Background: an optimization exercise with open tools, aiming at small area and few clock cycles. Do not read the settings as production practice.

==> run K <==
Design aisp_seq, start of the top module:
module aisp_seq (
    input  wire        clk,
    input  wire        rst,
    input  wire        rx_valid,
    input  wire [7:0]  rx_data,
    output wire        rx_ready,
    output wire        tx_valid,
    output wire [7:0]  tx_data,
    input  wire        tx_ready,
    output wire        xfer_valid,
    output wire [31:0] xfer_data,
    input  wire        xfer_ready,
    input  wire        xfer_rvalid,
    input  wire [7:0]  xfer_rdata,
    output wire        settle_valid,
    input  wire        settle_ready,
    output wire        rst_on,
    output wire        spi_own,
    output wire        err,
    output wire        errind
);
export LEC_CHECK = 0
export CAP_MARGIN = 20
export CORE_MARGIN = 2
export CORE_UTILIZATION = 60
export PLACE_DENSITY = 0.7
export SLEW_MARGIN = 20
create_clock -name core_clock -period 8.0 [get_ports {clk}]
standard.sh (not shown) runs the stock make flow with config.mk's settings and CLKGATE_MAP_FILE= SYNTH_SCRIPT=/design/flow/synth_recipe.tcl, a recipe that flattens the netlist after the stock synthesis.
==> flow/flow/run.sh <==
#!/bin/bash
# The standard layout (the standard.sh: ORFS with the standard synthesis),
# with two changes: the port buffers are the smallest buffer cell, and clock
# tree synthesis uses clkbuf_8 leaf clusters and inserts no dummy loads.
# ORFS's full output goes to standard_flow.log in the work folder; ORFS's own
# per-step logs stay under orfs/logs.
set -euo pipefail
export BUFFER_PORTS_ARGS="-buffer_cell sky130_fd_sc_hd__buf_1"
export CTS_ARGS="-sink_clustering_enable -repair_clock_nets -sink_clustering_size 20 -sink_clustering_max_diameter 50 -buf_list sky130_fd_sc_hd__clkbuf_8 -dont_use_dummy_load"
bash standard.sh > standard_flow.log 2>&1
==> run F (differences from run K) <==
--- a/flow/design.v
+++ b/flow/design.v
@@ -25,10 +25,11 @@
     localparam [7:0] STK_UNKNOWN = 8'h12;
     localparam [7:0] STK_INSYNC  = 8'h14;
     localparam [7:0] STK_NOSYNC  = 8'h15;
     localparam [7:0] TAG_FLASH   = 8'h46;
     localparam [7:0] TAG_EEPROM  = 8'h45;
+    localparam INSBITS = 8;
     localparam TAPBITS = 3;
     localparam NTAP    = 256 >> TAPBITS;
     localparam [3:0]
         C_SIGN = 4'd0,  C_IDENT = 4'd1,  C_GETP = 4'd2,  C_SETDEV = 4'd3,
         C_SETEXT = 4'd4, C_ENTER = 4'd5, C_LEAVE = 4'd6, C_SETADDR = 4'd7,
@@ -37,10 +38,11 @@
     localparam [3:0]
         S_OP   = 4'd0,    
         S_PARAM= 4'd1,    
         S_PAY  = 4'd2,    
         S_EOP  = 4'd3,    
+        S_CHK  = 4'd4,    
         S_P14  = 4'd5,    
         S_EXEC = 4'd6,    
         S_F11  = 4'd7,    
         S_BAD  = 4'd8,    
         S_FIN  = 4'd9,    
@@ -53,17 +55,18 @@
     reg [3:0]  state;
     reg [1:0]  eng;
     reg [3:0]  cmd;
     reg [4:0]  cnt;
     reg        tf, te;         
+    reg        eok;            
     reg [15:0] pw;             
     reg [8:0]  prem;           
     reg        pend, pend_ok, pend_ph;    
     reg        pmode_r, err_r, errind_r;
     reg [15:0] addr;
     reg [8:0]  fb, eb;         
-    reg [8:0]  rem;            
+    reg [15:0] rem;            
     reg        ph, first, bnd, aftc;
     reg [31:0] xw;             
     reg        xv, outst;
     reg        sv;
     reg        txv;
@@ -73,11 +76,10 @@
     reg [7:0]  ring [0:255];
     reg [7:0]  hp;             
     reg [7:0]  rp;             
     reg [7:0]  nb;
     reg        nbv;
-    reg        blk;            
     function [7:0] ident_char;
         input [2:0] i;
         case (i)
             3'd0: ident_char = "A";
             3'd1: ident_char = "V";
@@ -120,22 +122,22 @@
         endcase
     endfunction
     wire tx_free  = !txv || tx_ready;
     wire eng_busy = (eng != E_IDLE);
     wire mok      = tx_free && !eng_busy && !pend;
-    wire defer    = (cmd == C_SETADDR) && eng_busy && !pend;
-    wire wr_ok   = (hp == 8'd0) && !blk;
-    wire ring_wr = (state == S_PAY) && rx_valid && wr_ok;
+    wire [7:0] gap    = rp - hp + 8'd1;
+    wire [9:0] left   = (eng == E_EW) ? {1'b0, rem[8:0]} : {rem[8:0], 1'b0};
+    wire       wr_ok  = (hp[INSBITS-1:0] == 0) && !(eng_busy && left > {2'd0, gap});
+    wire       ring_wr = (state == S_PAY) && rx_valid && wr_ok;
     wire exec_fin = (state == S_EXEC) && mok &&
                     (cmd == C_SIGN || cmd == C_SETDEV || cmd == C_SETEXT ||
                      cmd == C_LEAVE || cmd == C_SETADDR || cmd == C_LOADL ||
                      cmd == C_UNK || (cmd == C_ENTER && pmode_r));
     wire fin_fin  = (state == S_FIN) && mok && !xv && !outst && !rdv;
     wire take_op  = (state == S_OP) || exec_fin || fin_fin;
     wire xw_cmd   = (cmd == C_UNIV) || (cmd == C_SETDEV);
-    assign rx_ready = take_op ||
-                      ((state == S_EOP) && (mok || defer)) ||
+    assign rx_ready = take_op || (state == S_EOP) ||
                       ((state == S_PARAM) && !(xw_cmd && eng_busy)) ||
                       ((state == S_PAY) && wr_ok);
     wire rx_fire = rx_valid && rx_ready;
     assign tx_valid     = txv;
     assign tx_data      = txd;
@@ -172,20 +174,15 @@
     wire [15:0] cpage   = {xw[23:16], xw[15:8] & mask_lo};
     wire [15:0] inc_in  = {xw[23:16], aftc ? (xw[15:8] | ~mask_lo) : xw[15:8]};
     wire [15:0] inc     = inc_in + 16'd1;
     wire [15:0] na      = first ? xw[23:8] : inc;
     wire [15:0] ld_addr = tf ? addr : {addr[14:0], 1'b0};
-    wire [8:0]  bound   = (rx_data == TAG_FLASH) ? fb : eb;
     wire [12:0] dec = decode(rx_data);
-    wire rz      = (rem == 9'd0);
-    wire consume = bav && (((eng == E_FW) && efree && (ph || (!rz && !bnd))) ||
-                           ((eng == E_EW) && ew_go && !rz));
+    wire consume = bav && (((eng == E_FW) && efree && (ph || (rem != 16'd0 && !bnd))) ||
+                           ((eng == E_EW) && ew_go && (rem != 16'd0)));
     wire take    = rd_on && aligned && (!nbv || consume);
-    wire start   = (state == S_EOP) && (cmd == C_PROG) && mok && rx_valid &&
-                   (rx_data == CRC_EOP);
-    wire [9:0] left = (eng == E_EW) ? {1'b0, rem} : {rem, 1'b0};
-    wire [7:0] rpn  = rp + 8'd2 - {7'd0, take};
+    reg  start;
     always @(posedge clk) begin
         rp  <= rp + 8'd1 - {7'd0, take};
         if (take && !(consume && !nbv))
             nb <= tap;
         if (rd_on) begin
@@ -197,14 +194,20 @@
             hp <= 8'd0;
         else if (!ring_wr)
             hp <= hp + 8'd1;
         if (start)
             rp <= hp + pw[7:0];
-        blk <= eng_busy && (left > {2'd0, rpn});
         if (xfer_rvalid)
             rdata <= xfer_rdata;
     end
+    always @(*) begin
+        start = 1'b0;
+        if (cmd == C_PROG && mok) begin
+            if (state == S_EOP && rx_valid && rx_data == CRC_EOP) start = 1'b1;
+            if (state == S_CHK && eok) start = 1'b1;
+        end
+    end
     always @(posedge clk) begin
         if (rst) begin
             state    <= S_OP;
             eng      <= E_IDLE;
             pend     <= 1'b0;
@@ -243,11 +246,11 @@
                 txd <= (cmd == C_UNK) ? STK_UNKNOWN : STK_OK;
             end
             case (eng)
             E_FW: if (efree) begin
                 if (!ph) begin
-                    if (rz) begin
+                    if (rem == 16'd0) begin
                         xv <= 1'b1; xw <= {8'h4C, cpage, 8'h00};
                         eng <= E_FIN;
                     end else if (bnd) begin
                         xv <= 1'b1; xw <= {8'h4C, cpage, 8'h00};
                         bnd <= 1'b0; aftc <= 1'b1;
@@ -257,24 +260,24 @@
                     end
                 end else if (bav) begin
                     xv <= 1'b1; xw[31:24] <= 8'h48; xw[7:0] <= bval;
                     ph <= 1'b0;
                     if (!(pend && pend_ok)) addr <= inc;
-                    rem <= rem - 9'd1;
+                    rem <= rem - 16'd1;
                     bnd <= &(xw[15:8] | mask_lo);
                 end
             end
             E_EW: if (ew_go) begin
-                if (rz)
+                if (rem == 16'd0)
                     eng <= E_FIN;
                 else if (bav) begin
                     xv <= 1'b1; xw <= {8'hC0, na, bval};
-                    rem <= rem - 9'd1; first <= 1'b0;
+                    rem <= rem - 16'd1; first <= 1'b0;
                 end
             end else if (outst && xfer_rvalid)
                 sv <= 1'b1;
-            E_FIN: if (tx_free && !xv && (!outst || xfer_rvalid) && !sv) begin
+            E_FIN: if (tx_free && !xv && !outst && !sv) begin
                 txv <= 1'b1; txd <= STK_OK;
                 eng <= E_IDLE;
             end
             default: ;
             endcase
@@ -290,40 +293,60 @@
                 te <= (rx_data == TAG_EEPROM);
                 if (cnt == 5'd1) begin
                     if (cmd == C_LOADL)
                         state <= S_P14;
                     else if (cmd == C_PROG) begin
-                        if (rx_data != TAG_FLASH && rx_data != TAG_EEPROM) begin
+                        if (rx_data == TAG_FLASH) begin
+                            if (pw > {7'd0, fb}) begin
+                                cmd <= C_PERR; state <= S_F11;
+                            end else if (pw == 16'd0)
+                                state <= S_EOP;
+                            else
+                                state <= S_PAY;
+                        end else if (rx_data == TAG_EEPROM) begin
+                            if (pw > {7'd0, eb}) begin
+                                cmd <= C_PERR; state <= S_F11;
+                            end else if (pw == 16'd0)
+                                state <= S_EOP;
+                            else
+                                state <= S_PAY;
+                        end else begin
                             cmd <= C_PBAD; state <= S_F11;
-                        end else if (pw > {7'd0, bound}) begin
-                            cmd <= C_PERR; state <= S_F11;
-                        end else if (pw == 16'd0)
-                            state <= S_EOP;
-                        else
-                            state <= S_PAY;
+                        end
                     end else
                         state <= S_EOP;
                 end
             end
             S_PAY: if (rx_fire) begin
                 prem <= prem - 9'd1;
                 if (prem == 9'd1) state <= S_EOP;
             end
             S_EOP: if (rx_fire) begin
+                eok <= (rx_data == CRC_EOP);
                 if (mok) begin
                     txv <= 1'b1;
                     if (rx_data != CRC_EOP) begin
                         err_r <= 1'b1; txd <= STK_NOSYNC; state <= S_OP;
                     end else begin
                         txd <= STK_INSYNC;
                         state <= (cmd == C_PROG) ? S_OP : S_EXEC;
                     end
-                end else begin
+                end else if (cmd == C_SETADDR && eng_busy && !pend) begin
                     pend <= 1'b1; pend_ph <= 1'b0;
                     pend_ok <= (rx_data == CRC_EOP);
                     if (rx_data == CRC_EOP) addr <= {pw[7:0], pw[15:8]};
                     state <= S_OP;
+                end else
+                    state <= S_CHK;
+            end
+            S_CHK: if (mok) begin
+                txv <= 1'b1;
+                if (!eok) begin
+                    err_r <= 1'b1; txd <= STK_NOSYNC; state <= S_OP;
+                end else begin
+                    txd <= STK_INSYNC;
+                    state <= (cmd == C_PROG) ? S_OP : S_EXEC;
                 end
             end
             S_P14: if (mok) begin
                 txv <= 1'b1; txd <= STK_INSYNC; state <= S_EXEC;
             end
@@ -336,13 +359,13 @@
                 err_r <= 1'b1;
             end
             S_EXEC: if (mok) begin
                 first <= 1'b1;
                 ph    <= 1'b0;
-                aftc  <= 1'b0;
                 cnt   <= 5'd0;
-                pw    <= tf ? {1'b0, pw[15:1]} : pw;
+                aftc  <= 1'b0;
+                rem   <= tf ? {1'b0, pw[15:1]} : pw;
                 xw[23:8] <= ld_addr;
                 case (cmd)
                     C_SIGN:    err_r <= 1'b0;
                     C_LEAVE:   begin err_r <= 1'b0; pmode_r <= 1'b0; end
                     C_SETADDR: addr <= {pw[7:0], pw[15:8]};
@@ -387,29 +410,29 @@
                 cnt <= cnt + 5'd1;
                 if (cnt[2:0] == 3'd6) state <= S_FIN;
             end
             S_FR: if (tfree && (outst ? direct : !rdv)) begin
                 if (!ph) begin
-                    if (pw == 16'd0)
+                    if (rem == 16'd0)
                         state <= S_FIN;
                     else begin
                         xv <= 1'b1; xw <= {8'h20, na, 8'h00};
                         ph <= 1'b1; first <= 1'b0;
                     end
                 end else begin
                     xv <= 1'b1; xw[31:24] <= 8'h28;
                     ph <= 1'b0;
                     addr <= inc;
-                    pw <= pw - 16'd1;
+                    rem <= rem - 16'd1;
                 end
             end
             S_ER: if (tfree && (outst ? direct : !rdv)) begin
-                if (pw == 16'd0)
+                if (rem == 16'd0)
                     state <= S_FIN;
                 else begin
                     xv <= 1'b1; xw <= {8'hA0, na, 8'hFF};
-                    pw <= pw - 16'd1; first <= 1'b0;
+                    rem <= rem - 16'd1; first <= 1'b0;
                 end
             end
             S_SG: begin
                 if (cnt[1:0] == 2'd2 && xv && xfer_ready)
                     xw[7:0] <= rdata;
@@ -438,11 +461,11 @@
             end
             default: ;
             endcase
             if (start) begin
                 eng   <= tf ? E_FW : E_EW;
-                rem   <= tf ? pw[9:1] : pw[8:0];
+                rem   <= tf ? {1'b0, pw[15:1]} : pw;
                 xw[23:8] <= ld_addr;
                 first <= 1'b1;
                 ph    <= 1'b0;
                 bnd   <= 1'b0;
                 aftc  <= 1'b0;
==> flow/run.sh (new file) <==
#!/bin/bash
# synth_recipe.tcl (not shown) runs the flow's synth.tcl, then flattens the netlist and writes it again
# the make line also repeats each setting of config.mk as NAME=value (left out here)
make -C /OpenROAD-flow-scripts/flow DESIGN_CONFIG=/design/flow/config.mk WORK_HOME=/design/flow/orfs CLKGATE_MAP_FILE= SYNTH_SCRIPT=/design/flow/synth_recipe.tcl finish
CAP_MARGIN = 0   (was 20)
CORE_UTILIZATION = 30   (was 60)
CTS_BUF_LIST = sky130_fd_sc_hd__clkbuf_8   (was not set)
CTS_CLUSTER_DIAMETER = 50   (was not set)
CTS_CLUSTER_SIZE = 18   (was not set)
GPL_TIMING_DRIVEN = 0   (was not set)
PLACE_DENSITY = 0.5   (was 0.7)
SLEW_MARGIN = 0   (was 20)
removed: flow/flow/run.sh
removed: flow/standard.sh
==> impl_metrics.tcl <==
set metrics [dict create \
    status "finished clean" \
    placed_area_mm2 0.0603 \
    wire_per_inst_um 23.4 \
    multi_input_area_share_pct 19.0 \
    worstSkewPairLatency_ps 870 \
    clock_buffers 148 \
    via_per_inst 5.67 \
    cp_slowest_cell "and4bb_2" \
    die_area_mm2 0.100 \
    cp.depth 7 \
    die_h_um 317 \
    switching_share_pct 28.5 \
]
[end of results for run K]
==> impl_metrics.tcl <==
set metrics [dict create \
    worstSkewPairLatency_ps 940 \
    cp_slowest_cell "o22ai_1" \
    status "finished clean" \
    placed_area_mm2 0.0631 \
    cp.depth 13 \
    via_per_inst 4.56 \
    multi_input_area_share_pct 17.9 \
    die_area_mm2 0.200 \
    die_h_um 447 \
    switching_share_pct 30.0 \
    clock_buffers 191 \
]
[end of results for run F]
No run of this note included a check of the RTL's function; only the layout flow was run.

afterwards: timing with drivers on the ports:
The results above use ideal ports. As a check the final layouts listed here were re-extracted and re-timed, cells and wires unchanged.
Step 1, drivers: a clkbuf_16 drives clk and a buf_2 each remaining input, both assumed.
Step 2 moves the port delays by t, midway between the first and last clock arrival at a register: inputs arrive t later, outputs are due t later. That takes back most of the time a late clock gives input paths.
Slacks: ideal ports / drivers / drivers and shift; pairs: ideal ports / drivers.
run	shift t [ns]	slack for setup (ns)	hold slack, ns
run K	0.883	2.342 / 2.278 / 1.928	0.241 / 0.241 / 0.241
run F	0.967	0.329 / 0.259 / 0.906	0.291 / 0.291 / 0.291
After both steps every run listed still meets setup and hold. For run K, which loses most, drivers alone change the setup slack by -0.064 ns; drivers and shift together by -0.414 ns.
